From an optimization exercise on the open Yosys and OpenROAD flow, aimed at small area, a short achievable clock period and few clock cycles per item; shortcuts taken in it are not production practice.
Function was not checked in any run shown here: the RTL went through the layout flow alone.
Power and IR drop assume default switching activity.

$ cat constraint.sdc
create_clock -name core_clock -period 10.0 [get_ports {clk}]
set_input_delay 2.0000 -clock core_clock [delete_from_list [all_inputs] [get_ports {clk}]]
set_output_delay 2.0000 -clock core_clock [all_outputs]
set_load 0.01 [all_outputs]
$ cat flow/abc_area.script
strash
dc2
dch -f
amap
$ cat standard.sh
#!/bin/bash
# synth_recipe.tcl (not shown) runs the flow's synth.tcl, then flattens the netlist and writes it again
# the make line also repeats each setting of config.mk as NAME=value (left out here)
make -C /OpenROAD-flow-scripts/flow DESIGN_CONFIG=/design/flow/config.mk WORK_HOME=/design/flow/orfs CLKGATE_MAP_FILE= SYNTH_SCRIPT=/design/flow/synth_recipe.tcl "${@:-finish}"
$ cat config.mk
export PLATFORM = sky130hd
export DESIGN_NAME = bigreg_bcd
export DESIGN_NICKNAME = bigreg_bcd
export VERILOG_FILES = /design/flow/design.v
export SDC_FILE = /design/flow/constraint.sdc
export NUM_CORES = 4
export LEC_CHECK = 0
export ABC_AREA = 1
export CAP_MARGIN = 20
export CORE_MARGIN = 2
export CORE_UTILIZATION = 40
export SETUP_SLACK_MARGIN = 5
export SLEW_MARGIN = 20
$ cat flow/run.sh
#!/bin/bash
set -euo pipefail
cp -r "$FLOW_HOME/scripts" scripts_mod
cp flow/abc_area.script scripts_mod/abc_area.script
bash standard.sh SCRIPTS_DIR="$PWD/scripts_mod" SETUP_SLACK_MARGIN=7 finish > standard.log 2>&1
$ cat design.v
module bigreg_bcd (
    input  wire         clk,
    input  wire         rst,       
    input  wire         start,     
    input  wire         op,        
    input  wire [127:0] src,
    output wire         ready,
    output reg          done,
    output wire [255:0] result
);
    localparam K  = 4;             
    localparam NC = 128 / K;       
    localparam PW = $clog2(NC);
    localparam NI = 39;            
    localparam F0 = 26;            
    reg          busy;
    reg          last;             
    reg          op_r;
    reg          run_i, run_f;     
    reg [PW-1:0] ptr;              
    reg [K-1:0]  chunk_r;          
    reg [127:0]  work;
    reg [255:0]  res;
    assign ready  = !busy;
    assign result = res;
    reg [NC-1:0] nz;
    integer c;
    always @(*) begin
        nz = {NC{1'b0}};
        for (c = 1; c < NC - 1; c = c + 1)
            nz[c] = |src[c*K +: K];
    end
    wire [PW-1:0] top;
    genvar h;
    generate
        for (h = PW - 1; h >= 0; h = h - 1) begin : g_top
            wire [(2 << h)-1:0] v;
            if (h == PW - 1) begin : g_a
                assign v = nz;
            end else begin : g_b
                assign v = top[h+1] ? g_top[h+1].v[(4 << h)-1 -: (2 << h)]
                                    : g_top[h+1].v[(2 << h)-1:0];
            end
            assign top[h] = |v[(2 << h)-1 -: (1 << h)];
        end
    endgenerate
    wire top_nz = |src[127 -: K];
    wire [PW-1:0] q1    = (op | top_nz) ? NC - 2 : top;
    wire [PW-1:0] csel  = ptr ^ {PW{op_r}};
    wire [K-1:0]  chunk = work[csel*K +: K];
    reg  [K-1:0]  chunk_ord;
    integer j;
    always @(*)
        for (j = 0; j < K; j = j + 1)
            chunk_ord[j] = op_r ? chunk[j] : chunk[K-1-j];
    reg  [K-1:0]  chunk_in;
    always @(*)
        for (j = 0; j < K; j = j + 1)
            chunk_in[j] = op ? src[j] : src[127-j];
    wire [255:0] lv [0:K];
    assign lv[0] = res;
    genvar l, i;
    generate
        for (l = 0; l < K; l = l + 1) begin : g_lvl
            wire bit_in = chunk_r[l];
            wire [255:0] d = lv[l];
            wire [255:0] n;
            for (i = 0; i < 64; i = i + 1) begin : g_dig
                wire [3:0] x = d[4*i +: 4];
                wire [3:0] ni, nf;
                if (i == NI - 1) begin : g_it
                    wire ci = d[4*i-1] | (d[4*i-2] & (d[4*i-3] | d[4*i-4]));
                    assign ni = {x[2:0], ci};
                end else if (i < NI) begin : g_i
                    wire ci = (i == 0) ? bit_in
                            : (d[4*i-1] | (d[4*i-2] & (d[4*i-3] | d[4*i-4])));
                    wire m2 = (x[2] & ~x[1] & ~x[0]) | (x[3] & x[0]);
                    wire m1 = (~x[2] & x[1]) | (x[2] & x[1] & x[0]) | (x[3] & ~x[0]);
                    wire m0 = (~x[3] & ~x[2] & x[0]) | (x[2] & x[1] & ~x[0]) | (x[3] & ~x[0]);
                    assign ni = {m2, m1, m0, ci};
                end else begin : g_ni
                    assign ni = 4'd0;
                end
                if (i >= F0) begin : g_f
                    wire b  = (i == 63) ? bit_in : d[4*i+4];
                    wire t  = x[3] | (x[2] & x[1]);
                    wire f3 = b & t;
                    wire f2 = (b & ~t) | (~b & x[3]);
                    wire f1 = (b & x[2] & ~x[1]) | (b & ~x[2] & x[1]) | (~b & x[2]);
                    wire f0 = (b & ~x[1]) | (~b & x[1]);
                    assign nf = {f3, f2, f1, f0};
                end else begin : g_nf
                    assign nf = 4'd0;
                end
                if (i < F0) begin : g_oi
                    assign n[4*i +: 4] = ni;
                end else if (i >= NI) begin : g_of
                    assign n[4*i +: 4] = nf;
                end else begin : g_ob
                    assign n[4*i +: 4] = op_r ? nf : ni;
                end
            end
            assign lv[l+1] = n;
        end
    endgenerate
    wire [255:0] keep = {{(256-4*F0){run_f}}, {(4*F0){run_i}}} |
                        {{(256-4*NI){1'b0}}, {(4*(NI-F0)){busy}}, {(4*F0){1'b0}}};
    always @(posedge clk) begin
        if (!busy) begin
            op_r    <= op;
            work    <= src;
            chunk_r <= chunk_in;
            ptr     <= q1;
            last    <= 1'b0;
        end else begin
            chunk_r <= chunk_ord;
            ptr     <= ptr - 1'b1;
            last    <= (ptr == {PW{1'b0}});
        end
        if (rst) begin
            busy  <= 1'b0;
            run_i <= 1'b0;
            run_f <= 1'b0;
            done  <= 1'b0;
        end else begin
            done <= 1'b0;
            if (!busy) begin
                if (start) begin
                    busy  <= 1'b1;
                    run_i <= !op;
                    run_f <= op;
                end
            end else begin
                if (last) begin
                    busy  <= 1'b0;
                    run_i <= 1'b0;
                    run_f <= 1'b0;
                    done  <= 1'b1;
                end
            end
        end
        res <= lv[K] & keep;
    end
endmodule
==> results of run 1 <==
-- synthesized netlist by cell type (all sizes together), types with 2 or more instances --
library cell,count
o211a,10
nand3,39
a222oi,25
a21o,2
o31ai,2
nor3b,5
o32ai,31
or4,5
o22ai,88
clkinv,559
dfxtp,270
o311ai,2
nor4,27
a21oi,302
or2,23
a311oi,64
and2,14
nor3,127
o21ai,417
buf,37
or3,4
o32a,7
o211ai,11
edfxtp,129
o21a,98
a22oi,68
a21boi,12
a211oi,54
a221oi,21
nor2,891
ha,2
o21bai,2
a32oi,16
o22a,50
nand2,294
nor2b,48
o221ai,93
a31oi,47
nor4b,2
-- worst max-delay path by stage --
stage	startpoint	end	slack [ns]	depth (start not counted)
floorplan	op_r	chunk_r[0]	-2.52	9
detailed placement	src[108]	ptr[0]	3.96	16
global placement	src[108]	ptr[0]	4.01	16
finish	src[91]	ptr[0]	4.98	19
global route	src[107]	ptr[0]	4.94	18
CTS	src[72]	ptr[0]	5.46	15
-- per-layer routing --
layer / vias to the layer above / global-route usage [%]
met2: 1933 / 48.20
met3: 652 / 5.584
met4: 2 / 9.668
li1: 16420 / -
met5: - / 0
met1: 16160 / 34.67
-- through the flow --
stage	TNS (ns)	util, %	hold slack [ns]	total power [uW]
after global placement	0	47.84	0.4249	4841
after CTS	0	62.46	0.4291	8578
after floorplan	-10.02	-	0.4141	4065
after detailed placement	0	47.84	0.4300	4829
final	0	67.51	0.4259	10220
after global routing	0	67.51	0.4357	10570
-- what timing repair did --
action / in CTS / in global routing
cloned: 22 / 5
resized for setup: 2550 / 521
setup endpoints to repair: 319 / 372
setup buffers: 495 / 180
pin swaps: 176 / 220
-- worst reg2reg max path, delay by kind of cell (launching register included) --
kind | cells | cell delay (ns)
AND/OR/NAND/NOR | 6 | 0.71
flip-flops | 1 | 0.45
AO/OA/AOI/OAI | 10 | 1.59
buffers and inverters | 13 | 1.56
-- power by group through the flow --
stage               Combinational, uW  Sequential, uW  Clock (uW)
floorplan                        2070            1990           0
global placement                 2820            2020           0
detailed placement               2810            2020           0
CTS                              4670            1990        1920
global route                     6550            2030        1990
finish                           6300            2030        1890
-- flip-flops by register name (all words and copies together) (netlist names) --
name	cells
ptr	5
run_f	1
work	128
last	1
busy	1
run_i	1
op_r	1
res	256
done	1
chunk_r	4
-- cells by family (layout without fill, tap and decap cells) --
logic type | Yosys count | count (layout) | share of synthesized area (%)
and+or+nand+nor | 1482 | 1483 | 22.70
AOI/OAI and AO/OA | 1423 | 1423 | 34.00
buffers and inverters | 596 | 1754 | 8.810
DFF | 399 | 399 | 34.41
adders and majority gates | 2 | 2 | 0.09277
other | 0 | 2 | 0
-- cells in the final DEF (no fill, tap or decap), drive strengths merged, types with 10 or more instances in the layout --
| master | instances |
|---|---|
| dlygate4sd2 | 24 |
| nand2 | 295 |
| a21boi | 12 |
| a21oi | 302 |
| and2 | 14 |
| a311oi | 64 |
| o22ai | 88 |
| or2 | 23 |
| clkdlybuf4s50 | 76 |
| a221oi | 21 |
| nor3 | 127 |
| a211oi | 54 |
| a31oi | 47 |
| o221ai | 93 |
| o21ai | 417 |
| clkinv | 529 |
| o32ai | 31 |
| dfxtp | 270 |
| nor2 | 891 |
| o21a | 98 |
| nor4 | 27 |
| buf | 966 |
| a32oi | 16 |
| o211a | 10 |
| inv | 53 |
| o22a | 50 |
| a22oi | 68 |
| nor2b | 48 |
| edfxtp | 129 |
| o211ai | 11 |
| nand3 | 39 |
| clkbuf | 80 |
| a222oi | 25 |
-- cell type report --
cell class              instances  area, um2  area share, %
well taps                     873       1092          2.418
clock inverters                23      282.8         0.6259
diodes                          2      5.005        0.01108
clock buffers                  68       1428          3.160
flip-flops and latches        399       9950          22.02
repair inverters                7      100.1         0.2216
multi-input cells            2908      19470          43.10
repair buffers               1097      10550          23.36
inverters                     559       2293          5.077
==> metrics.json, run 1 <==
{
  "timing.critical_path.slowest_cell_delay": {"value": 0.46, "unit": "ns"},
  "clock_latency": {"value": 0.62, "unit": "ns"},
  "worstPathRequired": {"value": 10.55, "unit": "ns"},
  "detailroute.via_count": {"value": 35170},
  "worst_setup_path_end_kind": {"value": "register"},
  "worstRegToRegCells": {"value": 29},
  "power.share.combinational": {"value": 61.6, "unit": "%"},
  "die_w": {"value": 263.7, "unit": "um"},
  "clockRootBuffer": {"value": "sky130_fd_sc_hd__clkbuf_16"},
  "design.final.nets": {"value": 5155},
  "fin_area": {"value": 45180, "unit": "um2"},
  "global_route_wire_length_before_repair": {"value": 159800, "unit": "um"},
  "r2r_path_end": {"value": "res[118]"},
  "worstHoldPathType": {"value": "reg2reg"},
  "critical_path.cell_chain": {"value": "clkbuf_2, nor4_4, buf_4, nand4_1, nor4b_4, nand2_2, buf_6, o21ai_4, nor4_2, nand2_1, buf_4, buf_4, nor2_1, o21ai_2, or3b_4, o21a_1, nor2_1, o21ai_1, o21ai_1"},
  "grt_start_max_net_pins": {"value": 94},
  "cts.clk_slew.worst_paths": {"value": 0.06, "unit": "ns"},
  "wl_met2": {"value": 54560, "unit": "um"},
  "setup_ws": {"value": 4.982, "unit": "ns"},
  "critical_path_class": {"value": "in2reg"},
  "syn_nets": {"value": 4036},
  "power.switching": {"value": 4572, "unit": "uW"},
  "timing.hold.worst_endpoint": {"value": "busy"},
  "routed_wl": {"value": 118300, "unit": "um"},
  "synthesis.area": {"value": 26970, "unit": "um2"},
  "routedWlPerCell": {"value": 19.93, "unit": "um"},
  "final_layout_size_suffix_gt1_share": {"value": 39.66, "unit": "%"},
  "critPathArrivalTime": {"value": 5.57, "unit": "ns"},
  "placed_wire_length_estimate_after_detailed_placement": {"value": 63070, "unit": "um"},
  "vdd_ir_drop_max": {"value": 0.0001513, "unit": "V"},
  "drc": {"value": 0},
  "gr-total-overflow": {"value": 0},
  "max-clock-path-buffers": {"value": 3},
  "skew": {"value": 0.03866, "unit": "ns"},
  "postSynthCellCount": {"value": 3902},
  "worst_path_dominant_cell_family": {"value": "simple AND/OR/NAND/NOR gates"},
  "min_delay_path_depth": {"value": 1},
  "number_of_top_level_pins": {"value": 390},
  "die_outline_area": {"value": 69520, "unit": "um2"},
  "number_of_global_route_vias_before_repair": {"value": 30880},
  "chipHeight": {"value": 263.7, "unit": "um"},
  "fmaxAchievable": {"value": 199.3, "unit": "MHz"},
  "period_share": {"value": 50.18, "unit": "%"},
  "ys_warn_count": {"value": 1},
  "met3RoutedLength": {"value": 11610, "unit": "um"},
  "starting_density": {"value": 40.30, "unit": "%"},
  "dp_worst_setup_slack": {"value": 3.963, "unit": "ns"},
  "cts_tree": {"value": "built"},
  "top_layer_used": {"value": "met5"},
  "slew_violations": {"value": 0},
  "power_report.internal_total": {"value": 5646, "unit": "uW"},
  "post_synth_num_cell_types": {"value": 43},
  "hp-start": {"value": "last"},
  "worst_case_headroom_to_the_max_slew_limit": {"value": 17.62, "unit": "%"},
  "synthesis.area_per_instance": {"value": 6.912, "unit": "um2"},
  "clkPwrFrac": {"value": 18.5, "unit": "%"},
  "start_kind": {"value": "input pin"},
  "holdBufCountCts": {"value": 0},
  "core.rowCount": {"value": 95},
  "worst_path_most_repeated_cell": {"value": "sky130_fd_sc_hd__buf_4"},
  "period_minus_slack": {"value": 5.018, "unit": "ns"},
  "synth_area_leader_cell": {"value": "sky130_fd_sc_hd__dfxtp_1"},
  "placedCellCount": {"value": 5141},
  "cts_buffers": {"value": 49},
  "tightest_slew": {"value": 1.223, "unit": "ns"},
  "antenna_found_initial": {"value": 3},
  "number_of_buffers_and_inverters_on_the_critical_path": {"value": 5},
  "grt.total_usage": {"value": 27.95, "unit": "%"},
  "timing.critical_path.slowest_stage_cell": {"value": "sky130_fd_sc_hd__nor4b_4"},
  "layout.filler_cells": {"value": 5035},
  "path_max_fanout": {"value": 4},
  "drt-met1-wl": {"value": 44740, "unit": "um"},
  "cellLeakagePower": {"value": 0.01713, "unit": "uW"},
  "r2r_setup_slk": {"value": 5.54, "unit": "ns"},
  "h-tree-depth": {"value": 2},
  "outcome": {"value": "timing/DRC/antenna clean"},
  "port_bufs": {"value": 389},
  "layout.cells.non_filler": {"value": 5936},
  "p_per_area": {"value": 226.2, "unit": "nW/um2"},
  "final_weighted_congestion_in_routability_driven_placement": {"value": 0.8919},
  "postSynthRegisterBits": {"value": 399},
  "rsz0062_at_grt": {"value": "true"},
  "synth.top_cell.area_share": {"value": 20.04, "unit": "%"},
  "report.final.hold_viol_count": {"value": 0},
  "cts.sink_count": {"value": 399},
  "critical_path.reg2reg.startpoint": {"value": "op_r"},
  "power.sequential.fraction": {"value": 19.9, "unit": "%"},
  "drt-initial-drc-count": {"value": 3530},
  "core_region_area": {"value": 66920, "unit": "um2"},
  "fraction_of_power_spent_switching_nets": {"value": 44.75, "unit": "%"},
  "reported_max_cap_violation_count": {"value": 0},
  "drt_pass1_iterations": {"value": 6},
  "synth.yosys.seq_area_share": {"value": 34.41, "unit": "%"},
  "area.growth.synth_to_final": {"value": 67.51, "unit": "%"},
  "postRouteAntennaNets": {"value": 0},
  "ys_async_sr_fraction": {"value": 0, "unit": "%"},
  "ys_dominant_reg_cell": {"value": "sky130_fd_sc_hd__dfxtp_1"},
  "avgViaCountPerCell": {"value": 5.924},
  "synthTopCellsByArea": {"value": "sky130_fd_sc_hd__dfxtp_1 (20%), sky130_fd_sc_hd__edfxtp_1 (14%), sky130_fd_sc_hd__nor2_1 (12%), sky130_fd_sc_hd__clkinv_1 (7.8%), sky130_fd_sc_hd__o21ai_0 (7.7%)"},
  "number_of_synthesized_flops_with_an_enable_pin": {"value": 129},
  "setup_violations": {"value": 0},
  "detailed_place.area": {"value": 32010, "unit": "um2"}
}
==> run 2, diff against run 1 <==
==> flow/run.sh (replaced) <==
#!/bin/bash
set -euo pipefail
bash standard.sh SETUP_SLACK_MARGIN=7 finish > standard.log 2>&1
removed: flow/abc_area.script
==> run 2 against run 1 <==
  * Still clean
  * Critical path depth down 3
  * Total power down 16%
  * Cell count up 19%
  * Worst hold slack better by 0.086 ns
  * Clock-buffer cell count down 7
  * Clock skew down 0.0089 ns
  * Sequential power down 4%
  * Die area up 16%
  * Highest routed layer unchanged
==> metrics.json, run 2 <==
{
  "reported_max_cap_violation_count": {"value": 0, "change": "unchanged"},
  "synthesis.area_per_instance": {"value": 6.012, "unit": "um2", "change": "was 6.912 um2"},
  "ys_async_sr_fraction": {"value": 0, "unit": "%", "change": "unchanged"},
  "power.share.combinational": {"value": 55.4, "unit": "%", "change": "was 61.6%"},
  "postRouteAntennaNets": {"value": 0, "change": "unchanged"},
  "number_of_top_level_pins": {"value": 390, "change": "unchanged"},
  "die_outline_area": {"value": 80350, "unit": "um2", "change": "was 69,520 um2"},
  "number_of_global_route_vias_before_repair": {"value": 32300, "change": "was 30.88k"},
  "largest_registers": {"value": "res (256), work (128), ptr (5)", "change": "unchanged"},
  "vdd_ir_drop_max": {"value": 0.0001402, "unit": "V", "change": "was 0.0001513 V"},
  "port_bufs": {"value": 389, "change": "unchanged"},
  "power_report.internal_total": {"value": 4704, "unit": "uW", "change": "was 5646 uW"},
  "worstPathRequired": {"value": 10.52, "unit": "ns", "change": "was 10.55 ns"},
  "path_max_fanout": {"value": 6, "change": "was 4"},
  "syn_nets": {"value": 5330, "change": "was 4,036"},
  "synth.yosys.seq_area_share": {"value": 29.70, "unit": "%", "change": "was 34.41%"},
  "regMostFlops": {"value": "res", "change": "unchanged"},
  "number_of_synthesized_flops_with_an_enable_pin": {"value": 129, "change": "unchanged"},
  "timing.critical_path.depth": {"value": 16, "change": "was 19"},
  "report.final.hold_viol_count": {"value": 0, "change": "unchanged"},
  "area.growth.synth_to_final": {"value": 42.40, "unit": "%", "change": "was 67.51%"},
  "post-route-util": {"value": 57.52, "unit": "%", "change": "was 67.51%"},
  "synth.top_cell.area_share": {"value": 17.30, "unit": "%", "change": "was 20.04%"},
  "worst_case_headroom_to_the_max_slew_limit": {"value": 34.14, "unit": "%", "change": "was 17.62%"},
  "routedWlPerCell": {"value": 15.57, "unit": "um", "change": "was 19.93 um"},
  "synth_common_cells": {"value": "sky130_fd_sc_hd__nand2_1 (1,426), sky130_fd_sc_hd__inv_1 (751), sky130_fd_sc_hd__nor2_1 (649)", "change": "was sky130_fd_sc_hd__nor2_1 (891), sky130_fd_sc_hd__clkinv_1 (559), sky130_fd_sc_hd__o21ai_0 (417)"},
  "cts.clk_slew.worst_paths": {"value": 0.07, "unit": "ns", "change": "was 0.06 ns"},
  "critical_path_class": {"value": "in2reg", "change": "unchanged"},
  "final_layout_size_suffix_gt1_share": {"value": 30.51, "unit": "%", "change": "was 39.66%"},
  "skew": {"value": 0.02979, "unit": "ns", "change": "was 0.03866 ns"},
  "h-tree-depth": {"value": 2, "change": "unchanged"},
  "worst_setup_path_end_kind": {"value": "register", "change": "unchanged"},
  "antenna_found_initial": {"value": 8, "change": "was 3"},
  "placed_wire_length_estimate_after_detailed_placement": {"value": 72500, "unit": "um", "change": "was 63,070 um"},
  "grt_start_max_net_pins": {"value": 85, "change": "was 94"},
  "cellLeakagePower": {"value": 0.02172, "unit": "uW", "change": "was 0.01713 uW"},
  "ys_dominant_reg_cell": {"value": "sky130_fd_sc_hd__dfxtp_1", "change": "unchanged"},
  "worstHoldPathType": {"value": "reg2reg", "change": "unchanged"},
  "gr-total-overflow": {"value": 0, "change": "unchanged"},
  "cts.sink_count": {"value": 399, "change": "unchanged"},
  "period_minus_slack": {"value": 3.504, "unit": "ns", "change": "was 5.018 ns"},
  "most_common_cell_in_the_netlist": {"value": "sky130_fd_sc_hd__nand2_1", "change": "was sky130_fd_sc_hd__nor2_1"},
  "postSynthCellCount": {"value": 5196, "change": "was 3,902"},
  "design.final.nets": {"value": 6095, "change": "was 5,155"},
  "synth_area_leader_cell": {"value": "sky130_fd_sc_hd__dfxtp_1", "change": "unchanged"},
  "chipHeight": {"value": 283.5, "unit": "um", "change": "was 263.7 um"},
  "slew_violations": {"value": 0, "change": "unchanged"},
  "worst_path_dominant_cell_family": {"value": "simple AND/OR/NAND/NOR gates", "change": "unchanged"},
  "die_w": {"value": 283.5, "unit": "um", "change": "was 263.7 um"},
  "power.switching": {"value": 3860, "unit": "uW", "change": "was 4572 uW"},
  "largest_reg_flops": {"value": 256, "change": "unchanged"},
  "setup_violations": {"value": 0, "change": "unchanged"},
  "layout.cells.most_common_list": {"value": "sky130_fd_sc_hd__nand2_1 (1,205), sky130_fd_sc_hd__inv_1 (723), sky130_fd_sc_hd__nor2_1 (590)", "change": "was sky130_fd_sc_hd__nor2_1 (778), sky130_fd_sc_hd__buf_4 (577), sky130_fd_sc_hd__clkinv_1 (462)"},
  "cts_tree": {"value": "built", "change": "unchanged"},
  "timing.critical_path.slowest_cell_delay": {"value": 0.24, "unit": "ns", "change": "was 0.46 ns"},
  "avgViaCountPerCell": {"value": 5.122, "change": "was 5.924"},
  "mostFrequentLayoutCell": {"value": "sky130_fd_sc_hd__nand2_1", "change": "was sky130_fd_sc_hd__nor2_1"},
  "rsz0062_at_grt": {"value": "true", "change": "unchanged"},
  "detailroute.via_count": {"value": 36100, "change": "was 35.17k"},
  "fin_setup_tns": {"value": 0, "unit": "ns", "change": "unchanged"},
  "p_per_area": {"value": 192.5, "unit": "nW/um2", "change": "was 226.2 nW/um2"},
  "placedCellCount": {"value": 6505, "change": "was 5,141"},
  "clkPwrFrac": {"value": 21.9, "unit": "%", "change": "was 18.5%"},
  "drt-initial-drc-count": {"value": 2610, "change": "was 3,530"},
  "ys_warn_count": {"value": 1, "change": "unchanged"},
  "core.rowCount": {"value": 102, "change": "was 95"},
  "drc": {"value": 0, "change": "unchanged"},
  "tightest_slew": {"value": 0.9868, "unit": "ns", "change": "was 1.223 ns"},
  "fmaxAchievable": {"value": 285.4, "unit": "MHz", "change": "was 199.3 MHz"},
  "worstRegToRegCells": {"value": 22, "change": "was 29"},
  "grt.total_usage": {"value": 24.76, "unit": "%", "change": "was 27.95%"},
  "power.sequential.fraction": {"value": 22.8, "unit": "%", "change": "was 19.9%"},
  "fraction_of_power_spent_switching_nets": {"value": 45.07, "unit": "%", "change": "was 44.75%"},
  "global_route_wire_length_before_repair": {"value": 164600, "unit": "um", "change": "was 159,800 um"},
  "synthesis.area": {"value": 31240, "unit": "um2", "change": "was 26,970 um2"},
  "number_of_buffers_and_inverters_on_the_critical_path": {"value": 2, "change": "was 5"},
  "layout.filler_cells": {"value": 7312, "change": "was 5,035"},
  "starting_density": {"value": 40.39, "unit": "%", "change": "was 40.30%"},
  "max-clock-path-buffers": {"value": 3, "change": "unchanged"},
  "post_synth_num_cell_types": {"value": 59, "change": "was 43"},
  "clock_latency": {"value": 0.61, "unit": "ns", "change": "was 0.62 ns"},
  "critPathArrivalTime": {"value": 4.02, "unit": "ns", "change": "was 5.57 ns"},
  "worst_slack_on_hold_paths": {"value": 0.5123, "unit": "ns", "change": "was 0.4259 ns"},
  "outcome": {"value": "timing/DRC/antenna clean", "change": "unchanged"},
  "critical_path.cell_chain": {"value": "buf_2, nor2_1, nand2_2, nor2_2, nand2_2, nor2_4, nand3_2, nand2_2, nand2_2, nor2_4, nand3_2, nand2_2, inv_2, a31oi_4, nand2_1, o21a_1", "change": "was clkbuf_2, nor4_4, buf_4, nand4_1, nor4b_4, nand2_2, buf_6, o21ai_4, nor4_2, nand2_1, buf_4, buf_4, nor2_1, o21ai_2, or3b_4, o21a_1, nor2_1, o21ai_1, o21ai_1"},
  "timing.critical_path.slowest_stage_cell": {"value": "sky130_fd_sc_hd__nor2_4", "change": "was sky130_fd_sc_hd__nor4b_4"},
  "min_delay_path_depth": {"value": 2, "change": "was 1"},
  "routed_wl": {"value": 109700, "unit": "um", "change": "was 118,300 um"},
  "core_region_area": {"value": 77340, "unit": "um2", "change": "was 66,920 um2"},
  "cts_buffers": {"value": 50, "change": "was 49"},
  "start_kind": {"value": "input pin", "change": "unchanged"},
  "clockRootBuffer": {"value": "sky130_fd_sc_hd__clkbuf_16", "change": "unchanged"},
  "layout.cells.non_filler": {"value": 7049, "change": "was 5,936"},
  "drt_pass1_iterations": {"value": 6, "change": "unchanged"},
  "postSynthRegisterBits": {"value": 399, "change": "unchanged"},
  "period_share": {"value": 35.04, "unit": "%", "change": "was 50.18%"},
  "final_weighted_congestion_in_routability_driven_placement": {"value": 0.8908, "change": "was 0.8919"},
  "synthTopCellsByArea": {"value": "sky130_fd_sc_hd__dfxtp_1 (17%), sky130_fd_sc_hd__nand2_1 (17%), sky130_fd_sc_hd__edfxtp_1 (12%), sky130_fd_sc_hd__inv_1 (9.0%), sky130_fd_sc_hd__nor2_1 (7.8%)", "change": "was sky130_fd_sc_hd__dfxtp_1 (20%), sky130_fd_sc_hd__edfxtp_1 (14%), sky130_fd_sc_hd__nor2_1 (12%), sky130_fd_sc_hd__clkinv_1 (7.8%), sky130_fd_sc_hd__o21ai_0 (7.7%)"},
  "worst_path_most_repeated_cell": {"value": "sky130_fd_sc_hd__nand2_2", "change": "was sky130_fd_sc_hd__buf_4"}
}
-- run 2: cell types whose count changed in the layout (fill, tap and decap cells not counted), sizes merged, moves of 211 or more --
| cell | change |
|---|---|
| buf | -211 |
| nand3 | +343 |
| clkinv | -512 |
| inv | +756 |
| nand2 | +1206 |
| nor2 | -221 |
-- run 2: cell type report --
class / count / area, um2 / area share, %
Antenna cell: 7 / 17.52 / 0.03938
Clock buffer: 61 / 1374 / 3.088
Multi-Input combinational cell: 3861 / 20380 / 45.80
Timing Repair Buffer: 841 / 8038 / 18.07
Sequential cell: 399 / 9917 / 22.29
Clock inverter: 32 / 305.3 / 0.6863
Timing Repair inverter: 3 / 30.03 / 0.06750
Tap cell: 1040 / 1301 / 2.925
Inverter: 805 / 3127 / 7.029
-- run 2: worst paths after layout --
kind                    from        to  slack, ns
setup reg to reg        op_r  res[126]       6.89
setup / recovery     src[74]    ptr[1]       6.50
hold reg to reg   chunk_r[3]    res[0]       0.51
hold / removal    chunk_r[3]    res[0]       0.51
-- run 2: through the flow --
step                setup slack, ns  power [uW]  area [um2]
global route                  6.351        9120       44490
finish                        6.496        8565       44490
CTS                           6.666        7490       41160
detailed placement            5.531        5284       35810
floorplan                     6.358        4449       31320
global placement              5.532        5291       35810
-- run 2: timing repair --
item                       in CTS  in global routing
hold buffers                    0                  0
setup endpoints to repair     319                321
setup buffers                 289                134
cloned                         11                 10
pin swaps                      83                250
resized for setup            2146                580
-- run 2: worst min-delay path: stages (launching register included) --
cell and delay (ns):
sky130_fd_sc_hd__dfxtp_1 0.36, sky130_fd_sc_hd__nand2_1 0.09, sky130_fd_sc_hd__inv_1 0.03
-- run 2: per-layer routing --
layer	track usage (%)	part of all wire [%]	vias up
met5	0	0.014	-
met4	8.783	3.8	2
met2	42.00	47	1069
li1	-	-	18310
met1	30.59	42	16460
met3	5.836	7.3	259
-- run 2: cell families after synthesis --
| logic type | Yosys count | share of synthesized area (%) |
|---|---|---|
| buffers and inverters | 939 | 12.37 |
| adders and majority gates | 2 | 0.08009 |
| and+or+nand+nor | 2684 | 36.06 |
| DFF | 399 | 29.70 |
| xor gates and xnor gates | 86 | 2.495 |
| AOI/OAI and AO/OA | 1086 | 19.30 |
-- run 2: power groups by stage --
stage / clock [uW] / sequential [uW] / combinational (uW)
global placement: 0 / 2030 / 3260
floorplan: 0 / 1980 / 2470
finish: 1870 / 1950 / 4740
detailed placement: 0 / 2030 / 3250
global route: 1980 / 1960 / 5180
CTS: 1920 / 1950 / 3620
==> run 3, diff against run 2 <==
--- a/design.v
+++ b/design.v
@@ -24,27 +24,30 @@
     assign ready  = !busy;
     assign result = res;
-    reg [NC-1:0] nz;
-    integer c;
+    reg [NC-1:0] nz, a, hi;
+    reg [PW-1:0] top;
+    integer c, k, b0;
     always @(*) begin
         nz = {NC{1'b0}};
-        for (c = 1; c < NC - 1; c = c + 1)
+        for (c = 1; c < NC - 2; c = c + 1)
             nz[c] = |src[c*K +: K];
+        a = nz;
+        for (k = 0; k < PW; k = k + 1)
+            for (c = 0; c < NC; c = c + 1) begin
+                b0 = (c >> (k + 1)) << (k + 1);
+                if (c < b0 + (1 << k))
+                    a[c] = a[c] | a[b0 + (1 << k)];
+            end
+        for (c = 0; c < NC - 1; c = c + 1)
+            hi[c] = nz[c] & ~a[c+1];
+        hi[NC-1] = nz[NC-1];
+        for (k = 0; k < PW; k = k + 1) begin
+            top[k] = 1'b0;
+            for (c = 0; c < NC; c = c + 1)
+                if ((c >> k) & 1)
+                    top[k] = top[k] | hi[c];
+        end
     end
-    wire [PW-1:0] top;
-    genvar h;
-    generate
-        for (h = PW - 1; h >= 0; h = h - 1) begin : g_top
-            wire [(2 << h)-1:0] v;
-            if (h == PW - 1) begin : g_a
-                assign v = nz;
-            end else begin : g_b
-                assign v = top[h+1] ? g_top[h+1].v[(4 << h)-1 -: (2 << h)]
-                                    : g_top[h+1].v[(2 << h)-1:0];
-            end
-            assign top[h] = |v[(2 << h)-1 -: (1 << h)];
-        end
-    endgenerate
-    wire top_nz = |src[127 -: K];
-    wire [PW-1:0] q1    = (op | top_nz) ? NC - 2 : top;
+    wire top_nz = |src[127 -: 2*K];
+    wire [PW-1:0] q1    = (op | top_nz) ? NC - 3 : top;
     wire [PW-1:0] csel  = ptr ^ {PW{op_r}};
     wire [K-1:0]  chunk = work[csel*K +: K];
@@ -57,5 +60,20 @@
     always @(*)
         for (j = 0; j < K; j = j + 1)
-            chunk_in[j] = op ? src[j] : src[127-j];
+            chunk_in[j] = op ? src[K+j] : src[127-K-j];
+    wire [3:0]  ci4 = src[127:124];
+    wire [7:0]  init_i = (ci4 >= 4'd10) ? {4'd1, ci4 - 4'd10} : {4'd0, ci4};
+    reg  [15:0] init_f;
+    always @(*)
+        case (src[3:0])
+        4'd0:  init_f = 16'h0000;  4'd1:  init_f = 16'h0625;
+        4'd2:  init_f = 16'h1250;  4'd3:  init_f = 16'h1875;
+        4'd4:  init_f = 16'h2500;  4'd5:  init_f = 16'h3125;
+        4'd6:  init_f = 16'h3750;  4'd7:  init_f = 16'h4375;
+        4'd8:  init_f = 16'h5000;  4'd9:  init_f = 16'h5625;
+        4'd10: init_f = 16'h6250;  4'd11: init_f = 16'h6875;
+        4'd12: init_f = 16'h7500;  4'd13: init_f = 16'h8125;
+        4'd14: init_f = 16'h8750;  default: init_f = 16'h9375;
+        endcase
+    wire [255:0] init = op ? {init_f, 240'd0} : {248'd0, init_i};
     wire [255:0] lv [0:K];
     assign lv[0] = res;
@@ -98,5 +116,6 @@
                     assign n[4*i +: 4] = nf;
                 end else begin : g_ob
-                    assign n[4*i +: 4] = op_r ? nf : ni;
+                    wire sel = (l % 3 == 0) ? op_r : (l % 3 == 1) ? run_f : !run_i;
+                    assign n[4*i +: 4] = sel ? nf : ni;
                 end
             end
@@ -140,5 +159,5 @@
             end
         end
-        res <= lv[K] & keep;
+        res <= busy ? (lv[K] & keep) : init;
     end
 endmodule
==> flow/run.sh (replaced) <==
#!/bin/bash
set -euo pipefail
bash standard.sh SETUP_SLACK_MARGIN=6.0 finish > standard.log 2>&1
==> run 3 against run 2 <==
  * Synthesized cell count increased by 0.83%
  * Sequential share of layout area increased by 2.4 points
  * Critical path type is now reg2out
  * Design area decreased by 15%
  * Clock power decreased by 5%
  * Critical path depth decreased by 13
  * Wire length decreased by 12%
  * Still clean on timing, DRC and antenna
  * Worst setup slack got worse by 0.43 ns
  * Highest routed layer is now met4
==> metrics.json, run 3 <==
{
  "outcome": {"value": "timing/DRC/antenna clean", "change": "unchanged"},
  "syn_nets": {"value": 5378, "change": "was 5,330"},
  "regMostFlops": {"value": "res", "change": "unchanged"},
  "crit_end": {"value": "ready", "change": "was ptr[1]"},
  "detailroute.via_count": {"value": 33620, "change": "was 36.10k"},
  "largest_registers": {"value": "res (256), work (128), ptr (5)", "change": "unchanged"},
  "postSynthCellCount": {"value": 5239, "change": "was 5,196"},
  "period_minus_slack": {"value": 3.935, "unit": "ns", "change": "was 3.504 ns"},
  "critical_path.reg2reg.startpoint": {"value": "op_r", "change": "unchanged"},
  "global_route_wire_length_before_repair": {"value": 154400, "unit": "um", "change": "was 164,600 um"},
  "number_of_synthesized_flops_with_an_enable_pin": {"value": 129, "change": "unchanged"},
  "placed_wire_length_estimate_after_detailed_placement": {"value": 73680, "unit": "um", "change": "was 72,500 um"},
  "avgViaCountPerCell": {"value": 5.062, "change": "was 5.122"},
  "r2r_path_end": {"value": "chunk_r[0]", "change": "was res[126]"},
  "core.rowCount": {"value": 102, "change": "unchanged"},
  "antenna_found_initial": {"value": 9, "change": "was 8"},
  "mostFrequentLayoutCell": {"value": "sky130_fd_sc_hd__nand2_1", "change": "unchanged"},
  "grt_start_max_net_pins": {"value": 84, "change": "was 85"},
  "largest_reg_flops": {"value": 256, "change": "unchanged"},
  "worstHoldPathType": {"value": "reg2reg", "change": "unchanged"},
  "ys_warn_count": {"value": 1, "change": "unchanged"},
  "report.final.hold_viol_count": {"value": 0, "change": "unchanged"},
  "post_cts.repair.setup_buffers": {"value": 0, "change": "was 289"},
  "cts_buffers": {"value": 50, "change": "unchanged"},
  "cts.clk_slew.worst_paths": {"value": 0.06, "unit": "ns", "change": "was 0.07 ns"},
  "synth.top_cell.area_share": {"value": 17.22, "unit": "%", "change": "was 17.30%"},
  "combinational_family_with_the_most_area_after_synthesis": {"value": "simple AND/OR/NAND/NOR gates", "change": "unchanged"},
  "synth_xor_area_share": {"value": 2.615, "unit": "%", "change": "was 2.495%"},
  "drc": {"value": 0, "change": "unchanged"},
  "worst_setup_path_end_kind": {"value": "primary output", "change": "was register"},
  "worstPathRequired": {"value": 8.00, "unit": "ns", "change": "was 10.52 ns"},
  "final_layout_size_suffix_gt1_share": {"value": 5.830, "unit": "%", "change": "was 30.51%"},
  "drt_pass1_iterations": {"value": 6, "change": "unchanged"},
  "chipHeight": {"value": 284.1, "unit": "um", "change": "was 283.5 um"},
  "yosys.area_share.adder": {"value": 0.2791, "unit": "%", "change": "was 0.08010%"},
  "layout.cells.most_common_list": {"value": "sky130_fd_sc_hd__nand2_1 (1,265), sky130_fd_sc_hd__inv_1 (806), sky130_fd_sc_hd__nor2_1 (723)", "change": "was sky130_fd_sc_hd__nand2_1 (1,205), sky130_fd_sc_hd__inv_1 (723), sky130_fd_sc_hd__nor2_1 (590)"},
  "starting_density": {"value": 40.45, "unit": "%", "change": "was 40.39%"},
  "ys_async_sr_fraction": {"value": 0, "unit": "%", "change": "unchanged"},
  "start_kind": {"value": "register", "change": "was input pin"},
  "slew_violations": {"value": 0, "change": "unchanged"},
  "synth_area_leader_cell": {"value": "sky130_fd_sc_hd__dfxtp_1", "change": "unchanged"},
  "port_bufs": {"value": 389, "change": "unchanged"},
  "core_region_area": {"value": 77590, "unit": "um2", "change": "was 77,340 um2"},
  "grt.total_usage": {"value": 23.07, "unit": "%", "change": "was 24.76%"},
  "dp_worst_setup_slack": {"value": 5.579, "unit": "ns", "change": "was 5.531 ns"},
  "synth.mux.area_fraction": {"value": 0.06379, "unit": "%", "change": "was 0%"},
  "layout.filler_cells": {"value": 8163, "change": "was 7,312"},
  "h-tree-depth": {"value": 2, "change": "unchanged"},
  "gr-total-overflow": {"value": 0, "change": "unchanged"},
  "r2r_setup_slk": {"value": 6.41, "unit": "ns", "change": "was 6.89 ns"},
  "period_share": {"value": 39.35, "unit": "%", "change": "was 35.04%"},
  "area_of_the_multi_input_gates": {"value": 18070, "unit": "um2", "change": "was 20,380 um2"},
  "worstRegToRegCells": {"value": 13, "change": "was 22"},
  "routed_wl": {"value": 96860, "unit": "um", "change": "was 109,700 um"},
  "clock_latency": {"value": 0.62, "unit": "ns", "change": "was 0.61 ns"},
  "setup_violations": {"value": 0, "change": "unchanged"},
  "p_per_area": {"value": 163.3, "unit": "nW/um2", "change": "was 192.5 nW/um2"},
  "synthesis.area": {"value": 31390, "unit": "um2", "change": "was 31,240 um2"},
  "die_w": {"value": 284.1, "unit": "um", "change": "was 283.5 um"},
  "cts_tree": {"value": "built", "change": "unchanged"},
  "cellLeakagePower": {"value": 0.01720, "unit": "uW", "change": "was 0.02172 uW"},
  "worstSetupStartpoint": {"value": "busy", "change": "was src[74]"},
  "synthTopCellsByArea": {"value": "sky130_fd_sc_hd__dfxtp_1 (17%), sky130_fd_sc_hd__nand2_1 (15%), sky130_fd_sc_hd__edfxtp_1 (12%), sky130_fd_sc_hd__inv_1 (9.7%), sky130_fd_sc_hd__nor2_1 (8.7%)", "change": "was sky130_fd_sc_hd__dfxtp_1 (17%), sky130_fd_sc_hd__nand2_1 (17%), sky130_fd_sc_hd__edfxtp_1 (12%), sky130_fd_sc_hd__inv_1 (9.0%), sky130_fd_sc_hd__nor2_1 (7.8%)"},
  "fmaxAchievable": {"value": 254.1, "unit": "MHz", "change": "was 285.4 MHz"},
  "routedWlPerCell": {"value": 14.58, "unit": "um", "change": "was 15.57 um"},
  "critPathArrivalTime": {"value": 1.93, "unit": "ns", "change": "was 4.02 ns"},
  "most_common_cell_in_the_netlist": {"value": "sky130_fd_sc_hd__nand2_1", "change": "unchanged"},
  "critical_path_class": {"value": "reg2out", "change": "was in2reg"},
  "holdBufCountCts": {"value": 0, "change": "unchanged"},
  "synthesis.area_per_instance": {"value": 5.991, "unit": "um2", "change": "was 6.012 um2"},
  "final_weighted_congestion_in_routability_driven_placement": {"value": 0.8892, "change": "was 0.8908"},
  "cts.sink_count": {"value": 399, "change": "unchanged"},
  "drt-initial-drc-count": {"value": 2079, "change": "was 2,610"},
  "area.growth.synth_to_final": {"value": 19.79, "unit": "%", "change": "was 42.40%"},
  "vdd_ir_drop_max": {"value": 0.0001151, "unit": "V", "change": "was 0.0001402 V"},
  "number_of_top_level_pins": {"value": 390, "change": "unchanged"},
  "synth_common_cells": {"value": "sky130_fd_sc_hd__nand2_1 (1,268), sky130_fd_sc_hd__inv_1 (808), sky130_fd_sc_hd__nor2_1 (725)", "change": "was sky130_fd_sc_hd__nand2_1 (1,426), sky130_fd_sc_hd__inv_1 (751), sky130_fd_sc_hd__nor2_1 (649)"},
  "postRouteAntennaNets": {"value": 0, "change": "unchanged"},
  "area_fraction_in_compound_gates_after_synthesis": {"value": 19.34, "unit": "%", "change": "was 19.30%"},
  "number_of_global_route_vias_before_repair": {"value": 30420, "change": "was 32.30k"},
  "max-clock-path-buffers": {"value": 3, "change": "unchanged"},
  "worst_case_headroom_to_the_max_slew_limit": {"value": 32.54, "unit": "%", "change": "was 34.14%"},
  "die_outline_area": {"value": 80720, "unit": "um2", "change": "was 80,350 um2"},
  "path_max_fanout": {"value": 42, "change": "was 6"},
  "setup_ws": {"value": 6.065, "unit": "ns", "change": "was 6.496 ns"},
  "ff_latch_area": {"value": 9284, "unit": "um2", "change": "was 9917 um2"},
  "cts_resized": {"value": 6, "change": "was 2,146"},
  "design.final.nets": {"value": 5695, "change": "was 6,095"},
  "tightest_slew": {"value": 1.010, "unit": "ns", "change": "was 0.9868 ns"},
  "synth.yosys.seq_area_share": {"value": 29.56, "unit": "%", "change": "was 29.70%"},
  "postSynthRegisterBits": {"value": 399, "change": "unchanged"},
  "rsz0062_at_grt": {"value": "true", "change": "unchanged"},
  "post_synth_and_or_nand_nor_area_fraction": {"value": 35.21, "unit": "%", "change": "was 36.06%"},
  "ys_dominant_reg_cell": {"value": "sky130_fd_sc_hd__dfxtp_1", "change": "unchanged"},
  "fin_setup_tns": {"value": 0, "unit": "ns", "change": "unchanged"},
  "reported_max_cap_violation_count": {"value": 0, "change": "unchanged"},
  "post_synth_num_cell_types": {"value": 59, "change": "unchanged"},
  "skew": {"value": 0.02555, "unit": "ns", "change": "was 0.02979 ns"},
  "clockRootBuffer": {"value": "sky130_fd_sc_hd__clkbuf_16", "change": "unchanged"}
}
run 3: worst min-delay path by stage:
stage               slack (ns)  depth (start not counted)  endpoint  from
CTS                       0.49                          2      done  last
finish                    0.49                          2      done  last
detailed placement        0.49                          2      done  last
floorplan                 0.42                          2      done  last
global route              0.53                          2      done  last
global placement          0.49                          2      done  last
run 3: power breakdown:
| part | internal, uW | total (uW) | switching, uW | leakage [uW] |
|---|---|---|---|---|
| registers | 1780 | 1910 | 126 | 0.00349 |
| logic | 819 | 2450 | 1640 | 0.0129 |
| clock network | 1020 | 1780 | 753 | 0.000770 |
run 3: layout make-up:
type | instances | share of cell area (%)
Antenna cell | 9 | 0.05990
Clock buffer | 68 | 3.694
Clock inverter | 20 | 0.5292
Inverter | 859 | 8.636
Multi-Input combinational cell | 3837 | 48.06
Sequential cell | 399 | 24.69
Tap cell | 1040 | 3.461
Timing Repair Buffer | 409 | 10.86
run 3: per-stage QoR:
| stage | power [uW] | instance area [um2] | hold slack [ns] | util [%] | std cells |
|---|---|---|---|---|---|
| after floorplan | 3749 | 31390 | 0.4250 | - | 5239 |
| after global placement | 4367 | 35920 | 0.4935 | 46.29 | 6543 |
| after detailed placement | 4370 | 35920 | 0.4907 | 46.29 | 6543 |
| after CTS | 6183 | 37520 | 0.4913 | 48.36 | 6631 |
| after global routing | 6613 | 37600 | 0.5319 | 48.45 | 6641 |
| final | 6138 | 37600 | 0.4925 | 48.45 | 6641 |
run 3: cells by family after synthesis:
family	Yosys count
and+or+nand+nor	2633
adders and majority gates	7
muxes	2
DFF	399
buffers and inverters	1003
xor gates and xnor gates	92
AOI/OAI and AO/OA	1103
run 3: per-layer routing:
| metal | track usage [%] | share of wire (%) | vias up |
|---|---|---|---|
| met4 | 7.368 | 2.8 | 0 |
| met3 | 4.406 | 6.5 | 138 |
| li1 | - | - | 17580 |
| met2 | 39.79 | 47 | 819 |
| met5 | 0 | 0 | - |
| met1 | 28.93 | 44 | 15080 |
run 3: critical path: stages, from the launching register on:
cell and delay [ns]:
sky130_fd_sc_hd__dfxtp_2 0.32, sky130_fd_sc_hd__buf_12 0.19, sky130_fd_sc_hd__inv_12 0.18, sky130_fd_sc_hd__clkdlybuf4s50_1 0.58
==> run 4, diff against run 3 <==
==> flow/run.sh (replaced) <==
#!/bin/bash
set -euo pipefail
bash standard.sh SETUP_SLACK_MARGIN=6.5 finish > standard.log 2>&1
==> run 4 against run 3 <==
  * Sequential share of layout area is 0.15 points higher
  * Combinational power hardly changed
  * Design area is 0.44% higher
  * Largest cell class unchanged
  * Highest routed layer unchanged
==> metrics.json, run 4 <==
{
  "number_of_buffers_and_inverters_on_the_critical_path": {"value": 1, "change": "was 3"},
  "avgViaCountPerCell": {"value": 5.064, "change": "was 5.062"},
  "worst_path_dominant_cell_family": {"value": "flip-flops", "change": "was buffers and inverters"},
  "most_common_cell_in_the_netlist": {"value": "sky130_fd_sc_hd__nand2_1", "change": "unchanged"},
  "drt_pass1_iterations": {"value": 6, "change": "unchanged"},
  "layout.cells.most_common_list": {"value": "sky130_fd_sc_hd__nand2_1 (1,259), sky130_fd_sc_hd__inv_1 (804), sky130_fd_sc_hd__nor2_1 (711)", "change": "was sky130_fd_sc_hd__nand2_1 (1,265), sky130_fd_sc_hd__inv_1 (806), sky130_fd_sc_hd__nor2_1 (723)"},
  "report.final.hold_viol_count": {"value": 0, "change": "unchanged"},
  "synthesis.area": {"value": 31390, "unit": "um2", "change": "unchanged"},
  "number_of_top_level_pins": {"value": 390, "change": "unchanged"},
  "detailroute.via_count": {"value": 33680, "change": "was 33.62k"},
  "routedWlPerCell": {"value": 14.74, "unit": "um", "change": "was 14.58 um"},
  "mostFrequentLayoutCell": {"value": "sky130_fd_sc_hd__nand2_1", "change": "unchanged"},
  "vdd_ir_drop_max": {"value": 0.0001163, "unit": "V", "change": "was 0.0001151 V"},
  "design.final.nets": {"value": 5705, "change": "was 5,695"},
  "synth.yosys.seq_area_share": {"value": 29.56, "unit": "%", "change": "unchanged"},
  "final_layout_size_suffix_gt1_share": {"value": 7.871, "unit": "%", "change": "was 5.830%"},
  "synth_xor_area_share": {"value": 2.615, "unit": "%", "change": "unchanged"},
  "largest_reg_flops": {"value": 256, "change": "unchanged"},
  "worst_case_headroom_to_the_max_slew_limit": {"value": 29.53, "unit": "%", "change": "was 32.54%"},
  "skew": {"value": 0.02839, "unit": "ns", "change": "was 0.02555 ns"},
  "timing.critical_path.slowest_stage_cell": {"value": "sky130_fd_sc_hd__dfxtp_1", "change": "was sky130_fd_sc_hd__clkdlybuf4s50_1"},
  "critical_path.cell_chain": {"value": "dlygate4sd2_1", "change": "was buf_12, inv_12, clkdlybuf4s50_1"},
  "combinational_family_with_the_most_area_after_synthesis": {"value": "simple AND/OR/NAND/NOR gates", "change": "unchanged"},
  "reported_max_cap_violation_count": {"value": 0, "change": "unchanged"},
  "core_region_area": {"value": 77590, "unit": "um2", "change": "unchanged"},
  "slew_violations": {"value": 0, "change": "unchanged"},
  "path_max_fanout": {"value": 5, "change": "was 42"},
  "worst_slack_on_hold_paths": {"value": 0.4859, "unit": "ns", "change": "was 0.4925 ns"},
  "timing.critical_path.slowest_cell_delay": {"value": 0.42, "unit": "ns", "change": "was 0.58 ns"},
  "holdBufCountCts": {"value": 0, "change": "unchanged"},
  "core.rowCount": {"value": 102, "change": "unchanged"},
  "max-clock-path-buffers": {"value": 3, "change": "unchanged"},
  "totalPowerFinal": {"value": 6169, "unit": "uW", "change": "was 6138 uW"},
  "largest_registers": {"value": "res (256), work (128), ptr (5)", "change": "unchanged"},
  "grt_start_max_net_pins": {"value": 83, "change": "was 84"},
  "worst_setup_path_end_kind": {"value": "primary output", "change": "unchanged"},
  "cts.sink_count": {"value": 399, "change": "unchanged"},
  "rsz0062_at_grt": {"value": "true", "change": "unchanged"},
  "drt-initial-drc-count": {"value": 2190, "change": "was 2,079"},
  "ys_async_sr_fraction": {"value": 0, "unit": "%", "change": "unchanged"},
  "synth.mux.area_fraction": {"value": 0.06379, "unit": "%", "change": "unchanged"},
  "fin_area": {"value": 37760, "unit": "um2", "change": "was 37,600 um2"},
  "gr-total-overflow": {"value": 0, "change": "unchanged"},
  "die_w": {"value": 284.1, "unit": "um", "change": "unchanged"},
  "number_of_synthesized_flops_with_an_enable_pin": {"value": 129, "change": "unchanged"},
  "starting_density": {"value": 40.45, "unit": "%", "change": "unchanged"},
  "yosys.area_share.adder": {"value": 0.2791, "unit": "%", "change": "unchanged"},
  "clock_latency": {"value": 0.62, "unit": "ns", "change": "about the same"},
  "period_share": {"value": 34.53, "unit": "%", "change": "was 39.35%"},
  "area.growth.synth_to_final": {"value": 20.32, "unit": "%", "change": "was 19.79%"},
  "number_of_global_route_vias_before_repair": {"value": 29850, "change": "was 30.42k"},
  "postSynthCellCount": {"value": 5239, "change": "unchanged"},
  "worstHoldPathType": {"value": "reg2reg", "change": "unchanged"},
  "synthTopCellsByArea": {"value": "sky130_fd_sc_hd__dfxtp_1 (17%), sky130_fd_sc_hd__nand2_1 (15%), sky130_fd_sc_hd__edfxtp_1 (12%), sky130_fd_sc_hd__inv_1 (9.7%), sky130_fd_sc_hd__nor2_1 (8.7%)", "change": "unchanged"},
  "cts.clk_slew.worst_paths": {"value": 0.06, "unit": "ns", "change": "about the same"},
  "detailed_place.area": {"value": 35910, "unit": "um2", "change": "was 35,920 um2"},
  "synth.top_cell.area_share": {"value": 17.22, "unit": "%", "change": "unchanged"},
  "chipHeight": {"value": 284.1, "unit": "um", "change": "unchanged"},
  "cellLeakagePower": {"value": 0.01872, "unit": "uW", "change": "was 0.01720 uW"},
  "outcome": {"value": "timing/DRC/antenna clean", "change": "unchanged"},
  "critical_path_class": {"value": "reg2out", "change": "unchanged"},
  "layout.filler_cells": {"value": 8182, "change": "was 8,163"},
  "post-route-util": {"value": 48.67, "unit": "%", "change": "was 48.45%"},
  "ys_dominant_reg_cell": {"value": "sky130_fd_sc_hd__dfxtp_1", "change": "unchanged"},
  "port_bufs": {"value": 389, "change": "unchanged"},
  "p_per_area": {"value": 163.4, "unit": "nW/um2", "change": "was 163.3 nW/um2"},
  "fmaxAchievable": {"value": 289.6, "unit": "MHz", "change": "was 254.1 MHz"},
  "postRouteAntennaNets": {"value": 0, "change": "unchanged"},
  "tightest_slew": {"value": 1.057, "unit": "ns", "change": "was 1.010 ns"},
  "ys_warn_count": {"value": 1, "change": "unchanged"},
  "postSynthRegisterBits": {"value": 399, "change": "unchanged"},
  "period_minus_slack": {"value": 3.453, "unit": "ns", "change": "was 3.935 ns"},
  "final_weighted_congestion_in_routability_driven_placement": {"value": 0.8935, "change": "was 0.8892"},
  "antenna_found_initial": {"value": 10, "change": "was 9"},
  "fin_setup_tns": {"value": 0, "unit": "ns", "change": "unchanged"},
  "h-tree-depth": {"value": 2, "change": "unchanged"},
  "post_synth_and_or_nand_nor_area_fraction": {"value": 35.21, "unit": "%", "change": "unchanged"},
  "regMostFlops": {"value": "res", "change": "unchanged"},
  "clockRootBuffer": {"value": "sky130_fd_sc_hd__clkbuf_16", "change": "unchanged"},
  "routed_wl": {"value": 98030, "unit": "um", "change": "was 96,860 um"},
  "grt.total_usage": {"value": 23.08, "unit": "%", "change": "was 23.07%"},
  "post_synth_num_cell_types": {"value": 59, "change": "unchanged"},
  "critPathArrivalTime": {"value": 1.45, "unit": "ns", "change": "was 1.93 ns"},
  "drc": {"value": 0, "change": "unchanged"},
  "worstPathRequired": {"value": 8.00, "unit": "ns", "change": "about the same"},
  "cts_tree": {"value": "built", "change": "unchanged"},
  "syn_nets": {"value": 5378, "change": "unchanged"},
  "synthesis.area_per_instance": {"value": 5.991, "unit": "um2", "change": "unchanged"},
  "placed_wire_length_estimate_after_detailed_placement": {"value": 73600, "unit": "um", "change": "was 73,680 um"},
  "synth_area_leader_cell": {"value": "sky130_fd_sc_hd__dfxtp_1", "change": "unchanged"},
  "cts_buffers": {"value": 49, "change": "was 50"},
  "setup_violations": {"value": 0, "change": "unchanged"},
  "global_route_wire_length_before_repair": {"value": 153900, "unit": "um", "change": "was 154,400 um"},
  "die_outline_area": {"value": 80720, "unit": "um2", "change": "unchanged"},
  "start_kind": {"value": "register", "change": "unchanged"},
  "area_fraction_in_compound_gates_after_synthesis": {"value": 19.34, "unit": "%", "change": "unchanged"},
  "synth_common_cells": {"value": "sky130_fd_sc_hd__nand2_1 (1,268), sky130_fd_sc_hd__inv_1 (808), sky130_fd_sc_hd__nor2_1 (725)", "change": "unchanged"}
}
run 4: cell counts after synthesis:
Identical to the previous run, type by type.
run 4: timing repair:
| action | in CTS | in global routing |
|---|---|---|
| pin swaps | 3 | 22 |
| setup buffers | 1 | 11 |
| resized for setup | 354 | 68 |
| setup endpoints to repair | 310 | 58 |
| cloned | 2 | 1 |
run 4: cell type report:
type                    count  area (um2)  area share [%]
multi-input cells        3837       18250           48.34
flip-flops and latches    399        9382           24.84
repair buffers            417        3869           10.24
inverters                 859        3273           8.668
clock buffers              74        1488           3.940
well taps                1040        1301           3.446
clock inverters            14       151.4          0.4009
repair inverters            3       25.02         0.06627
diodes                      8       20.02         0.05301
run 4: layer usage:
layer | global-route usage (%) | up-vias | wire length, um
met5 | 0 | - | 0
met4 | 7.684 | 0 | 3092
met3 | 4.406 | 146 | 6232
met2 | 39.16 | 839 | 45610
met1 | 29.35 | 15100 | 43090
li1 | - | 17600 | -
run 4: stage by stage:
step | std cells | worst slack (ns)
floorplan | 5239 | 6.530
global placement | 6540 | 5.689
detailed placement | 6540 | 5.660
CTS | 6631 | 6.437
global route | 6651 | 6.456
finish | 6651 | 6.547
run 4: path summary, 6_finish.rpt:
path	cells past startpoint	slack (ns)	end	from
max	1	6.55	result[3]	res[3]
min reg2reg	2	0.49	done	last
min	2	0.49	done	last
max reg2reg	20	6.80	res[119]	op_r
run 4: where the power goes:
group	internal, uW	switching, uW	total (uW)
registers	1790	130	1920
logic	784	1630	2420
clock network	1060	772	1830
run 4: cell families (layout without fill, tap and decap cells):
logic type,count (synthesis),after routing
AND/OR/NAND/NOR,2633,2633
buffers and inverters,1003,1367
multiplexers,2,2
XOR/XNOR,92,92
AO/OA/AOI/OAI,1103,1103
flip-flops,399,399
other,0,8
adder cells (fa/ha/maj),7,7
==> run 5, diff against run 4 <==
==> flow/run.sh (replaced) <==
#!/bin/bash
set -euo pipefail
bash standard.sh SETUP_SLACK_MARGIN=6.5 "BUFFER_PORTS_ARGS=-buffer_cell sky130_fd_sc_hd__buf_1" finish > standard.log 2>&1
--- a/config.mk
+++ b/config.mk
@@ -9,5 +9,5 @@
 export CAP_MARGIN = 20
 export CORE_MARGIN = 2
-export CORE_UTILIZATION = 40
+export CORE_UTILIZATION = 60
 export SETUP_SLACK_MARGIN = 5
 export SLEW_MARGIN = 20
==> run 5 against run 4 <==
  * Critical path type unchanged
  * Flip-flop and latch count stayed put
  * Critical path depth increased by 2
  * Sequential share of layout area is 1.9 points higher
  * Clock skew up 0.00062 ns
  * Wire length shrank 7.4%
  * Total power down 2.3%
==> metrics.json, run 5 <==
{
  "detailroute.via_count": {"value": 34170, "change": "was 33.68k"},
  "worst_setup_path_end_kind": {"value": "primary output", "change": "unchanged"},
  "critical_path_class": {"value": "reg2out", "change": "unchanged"},
  "cts_tree": {"value": "built", "change": "unchanged"},
  "clockRootBuffer": {"value": "sky130_fd_sc_hd__clkbuf_16", "change": "unchanged"},
  "worstHoldPathType": {"value": "reg2reg", "change": "unchanged"},
  "cellLeakagePower": {"value": 0.01626, "unit": "uW", "change": "was 0.01872 uW"},
  "gr-total-overflow": {"value": 0, "change": "unchanged"},
  "r2r_path_end": {"value": "chunk_r[3]", "change": "was res[119]"},
  "layout.cells.non_filler": {"value": 6270, "change": "was 6,651"},
  "most_common_cell_in_the_netlist": {"value": "sky130_fd_sc_hd__nand2_1", "change": "unchanged"},
  "setup_violations": {"value": 0, "change": "unchanged"},
  "synth_common_cells": {"value": "sky130_fd_sc_hd__nand2_1 (1,268), sky130_fd_sc_hd__inv_1 (808), sky130_fd_sc_hd__nor2_1 (725)", "change": "unchanged"},
  "vdd_ir_drop_max": {"value": 0.0001357, "unit": "V", "change": "was 0.0001163 V"},
  "number_of_global_route_vias_before_repair": {"value": 30050, "change": "was 29.85k"},
  "drc": {"value": 0, "change": "unchanged"},
  "placedCellCount": {"value": 6178, "change": "was 6,540"},
  "h-tree-depth": {"value": 2, "change": "unchanged"},
  "regMostFlops": {"value": "res", "change": "unchanged"},
  "placed_wire_length_estimate_after_detailed_placement": {"value": 67210, "unit": "um", "change": "was 73,600 um"},
  "cts.sink_count": {"value": 399, "change": "unchanged"},
  "fin_setup_tns": {"value": 0, "unit": "ns", "change": "unchanged"},
  "rsz0062_at_grt": {"value": "false", "change": "was true"},
  "routed_wl": {"value": 90730, "unit": "um", "change": "was 98,030 um"},
  "core_region_area": {"value": 51510, "unit": "um2", "change": "was 77,590 um2"},
  "grt_start_max_net_pins": {"value": 113, "change": "was 83"},
  "ys_async_sr_fraction": {"value": 0, "unit": "%", "change": "unchanged"},
  "chipHeight": {"value": 232.7, "unit": "um", "change": "was 284.1 um"},
  "number_of_top_level_pins": {"value": 390, "change": "unchanged"},
  "drt_pass1_iterations": {"value": 8, "change": "was 6"},
  "global_route_wire_length_before_repair": {"value": 142900, "unit": "um", "change": "was 153,900 um"},
  "critical_path.cell_chain": {"value": "buf_16, clkinv_16, buf_1", "change": "was dlygate4sd2_1"},
  "final_layout_size_suffix_gt1_share": {"value": 5.927, "unit": "%", "change": "was 7.871%"},
  "avgViaCountPerCell": {"value": 5.450, "change": "was 5.064"},
  "die_outline_area": {"value": 54150, "unit": "um2", "change": "was 80,720 um2"},
  "r2r_setup_slk": {"value": 6.78, "unit": "ns", "change": "was 6.80 ns"},
  "report.final.hold_viol_count": {"value": 0, "change": "unchanged"},
  "grt.total_usage": {"value": 31.89, "unit": "%", "change": "was 23.08%"},
  "cts_buffers": {"value": 46, "change": "was 49"},
  "synthesis.area_per_instance": {"value": 5.991, "unit": "um2", "change": "unchanged"},
  "holdBufCountCts": {"value": 0, "change": "unchanged"},
  "synth.yosys.seq_area_share": {"value": 29.56, "unit": "%", "change": "unchanged"},
  "postSynthRegisterBits": {"value": 399, "change": "unchanged"},
  "timing.critical_path.slowest_stage_cell": {"value": "sky130_fd_sc_hd__dfxtp_4", "change": "was sky130_fd_sc_hd__dfxtp_1"},
  "worst_case_headroom_to_the_max_slew_limit": {"value": 37.29, "unit": "%", "change": "was 29.53%"},
  "timing.critical_path.slowest_cell_delay": {"value": 0.42, "unit": "ns", "change": "about the same"},
  "final_weighted_congestion_in_routability_driven_placement": {"value": 0.9394, "change": "was 0.8935"},
  "slew_violations": {"value": 0, "change": "unchanged"},
  "number_of_synthesized_flops_with_an_enable_pin": {"value": 129, "change": "unchanged"},
  "p_per_area": {"value": 173.3, "unit": "nW/um2", "change": "was 163.4 nW/um2"},
  "skew": {"value": 0.02900, "unit": "ns", "change": "was 0.02839 ns"},
  "ys_warn_count": {"value": 1, "change": "unchanged"},
  "layout.cells.most_common_list": {"value": "sky130_fd_sc_hd__nand2_1 (1,265), sky130_fd_sc_hd__inv_1 (805), sky130_fd_sc_hd__nor2_1 (719)", "change": "was sky130_fd_sc_hd__nand2_1 (1,259), sky130_fd_sc_hd__inv_1 (804), sky130_fd_sc_hd__nor2_1 (711)"},
  "fmaxAchievable": {"value": 290.3, "unit": "MHz", "change": "was 289.6 MHz"},
  "period_share": {"value": 34.45, "unit": "%", "change": "was 34.53%"},
  "antenna_found_initial": {"value": 7, "change": "was 10"},
  "mostFrequentLayoutCell": {"value": "sky130_fd_sc_hd__nand2_1", "change": "unchanged"},
  "outcome": {"value": "timing/DRC/antenna clean", "change": "unchanged"},
  "path_max_fanout": {"value": 28, "change": "was 5"},
  "min_delay_path_depth": {"value": 1, "change": "was 2"},
  "clock_latency": {"value": 0.60, "unit": "ns", "change": "was 0.62 ns"},
  "cts.clk_slew.worst_paths": {"value": 0.06, "unit": "ns", "change": "about the same"},
  "largest_reg_flops": {"value": 256, "change": "unchanged"},
  "synthesis.area": {"value": 31390, "unit": "um2", "change": "unchanged"},
  "design.final.nets": {"value": 5690, "change": "was 5,705"},
  "worstPathRequired": {"value": 8.00, "unit": "ns", "change": "about the same"},
  "worstRegToRegCells": {"value": 12, "change": "was 20"},
  "post_synth_num_cell_types": {"value": 59, "change": "unchanged"},
  "tightest_slew": {"value": 0.9321, "unit": "ns", "change": "was 1.057 ns"},
  "postRouteAntennaNets": {"value": 0, "change": "unchanged"},
  "synth.top_cell.area_share": {"value": 17.22, "unit": "%", "change": "unchanged"},
  "timing.hold.worst_endpoint": {"value": "last", "change": "was done"},
  "hp-start": {"value": "ptr[4]", "change": "was last"},
  "syn_nets": {"value": 5378, "change": "unchanged"},
  "routedWlPerCell": {"value": 14.47, "unit": "um", "change": "was 14.74 um"},
  "reported_max_cap_violation_count": {"value": 0, "change": "unchanged"},
  "postSynthCellCount": {"value": 5239, "change": "unchanged"},
  "start_kind": {"value": "register", "change": "unchanged"},
  "largest_registers": {"value": "res (256), work (128), ptr (5)", "change": "unchanged"},
  "area.growth.synth_to_final": {"value": 10.80, "unit": "%", "change": "was 20.32%"},
  "starting_density": {"value": 60.93, "unit": "%", "change": "was 40.45%"},
  "synthTopCellsByArea": {"value": "sky130_fd_sc_hd__dfxtp_1 (17%), sky130_fd_sc_hd__nand2_1 (15%), sky130_fd_sc_hd__edfxtp_1 (12%), sky130_fd_sc_hd__inv_1 (9.7%), sky130_fd_sc_hd__nor2_1 (8.7%)", "change": "unchanged"},
  "die_w": {"value": 232.7, "unit": "um", "change": "was 284.1 um"},
  "synth_area_leader_cell": {"value": "sky130_fd_sc_hd__dfxtp_1", "change": "unchanged"},
  "period_minus_slack": {"value": 3.445, "unit": "ns", "change": "was 3.453 ns"},
  "critical_path.reg2reg.startpoint": {"value": "op_r", "change": "unchanged"},
  "critPathArrivalTime": {"value": 1.44, "unit": "ns", "change": "was 1.45 ns"},
  "max-clock-path-buffers": {"value": 3, "change": "unchanged"},
  "core.rowCount": {"value": 83, "change": "was 102"},
  "port_bufs": {"value": 389, "change": "unchanged"},
  "drt-initial-drc-count": {"value": 2328, "change": "was 2,190"},
  "ys_dominant_reg_cell": {"value": "sky130_fd_sc_hd__dfxtp_1", "change": "unchanged"}
}
-- run 5: cell counts after synthesis --
No cell type changed its count.
-- run 5: per-layer routing --
layer	global-route usage, %	wire length, um
met5	0	23
met4	13.24	3865
met3	8.321	7748
met2	54.22	41510
met1	38.13	37580
-- run 5: final cells by class --
class / instances / area, um2
well taps: 680 / 850.8
flip-flops and latches: 399 / 9285
clock buffers: 60 / 1265
diodes: 5 / 12.51
repair buffers: 406 / 1649
multi-input cells: 3837 / 18130
clock inverters: 22 / 290.3
fillers: 4911 / 16730
repair inverters: 2 / 18.77
inverters: 859 / 3273
-- run 5: how the worst max path moves through the flow --
stage | start | end | slack (ns)
after global routing | src[41] | ptr[1] | 6.44
after global placement | op_r | chunk_r[2] | 6.07
after floorplan | src[115] | ptr[0] | 6.53
final | busy | ready | 6.56
after CTS | busy | ready | 6.42
after detailed placement | op_r | chunk_r[3] | 6.01
-- run 5: critical path: cells and delay by family, from the launching register on --
family | cells | cell delay, ns
flip-flops | 1 | 0.42
buffers and inverters | 3 | 0.40
-- run 5: cells by family (layout without fill, tap and decap cells) --
kind of cell / after synthesis / after routing / share of synthesized area (%)
simple gates: 2633 / 2633 / 35.21
xor+xnor: 92 / 92 / 2.615
flops: 399 / 399 / 29.56
other cells: 0 / 5 / 0
buf+inv: 1003 / 1349 / 12.93
fa+ha+maj: 7 / 7 / 0.2790
compound gates: 1103 / 1103 / 19.34
mux: 2 / 2 / 0.06379
-- run 5: metrics by stage --
step | utilization [%] | worst slack, ns | hold WS [ns] | power [uW] | instance area, um2
3_5_place_dp | 64.08 | 6.008 | 0.5081 | 4226 | 33010
4_1_cts | 67.20 | 6.419 | 0.5031 | 5996 | 34610
5_1_grt | 67.51 | 6.439 | 0.5220 | 6435 | 34770
3_3_place_gp | 64.08 | 6.069 | 0.5038 | 4210 | 33010
6_report | 67.51 | 6.555 | 0.5236 | 6027 | 34770
2_1_floorplan | - | 6.530 | 0.4250 | 3749 | 31410
-- run 5: where the power goes --
part	switching, uW	internal [uW]	leakage, uW
sequential	126	1780	0.00349
combinational	1640	716	0.0120
clock	718	1050	0.000751
-- run 5: what timing repair did --
item | 4_1_cts | 5_1_grt
cloned | 0 | 3
pin swaps | 0 | 2
buffers inserted | 1 | 1
gates resized for setup | 13 | 24
setup endpoints to repair | 47 | 57

-- what the ideal ports hide --
The results above use ideal ports. As a check the final layouts listed here were re-extracted and re-timed, cells and wires unchanged.
Step 1 assumes that a clkbuf_16 drives the clock port and a buf_2 every other input.
Step 2 times the ports against the registers' clock, not the clock port: input delays grow and output delays shrink by t, the midpoint of the rising clock arrivals with the driver on.
Slacks: ideal / step 1 / step 2; pairs: ideal / step 1.
| run | t, ns | slack for setup (ns) | worst setup path after step 2 | pins driven straight from the clock port |
|---|---|---|---|---|
| run 1 | 0.672 | 4.982 / 5.016 / 4.343 | input to register | 1 |
| run 2 | 0.667 | 6.496 / 6.529 / 5.862 | input to register | 1 |
| run 3 | 0.675 | 6.065 / 6.000 / 5.488 | input to register | 1 |
| run 4 | 0.673 | 6.547 / 6.483 / 5.901 | input to register | 1 |
| run 5 | 0.646 | 6.555 / 6.493 / 6.002 | input to register | 1 |
After both steps every run listed still meets setup and hold. The setup slack of run 4, which loses most, moves by -0.064 ns with the drivers and by -0.646 ns with both steps.
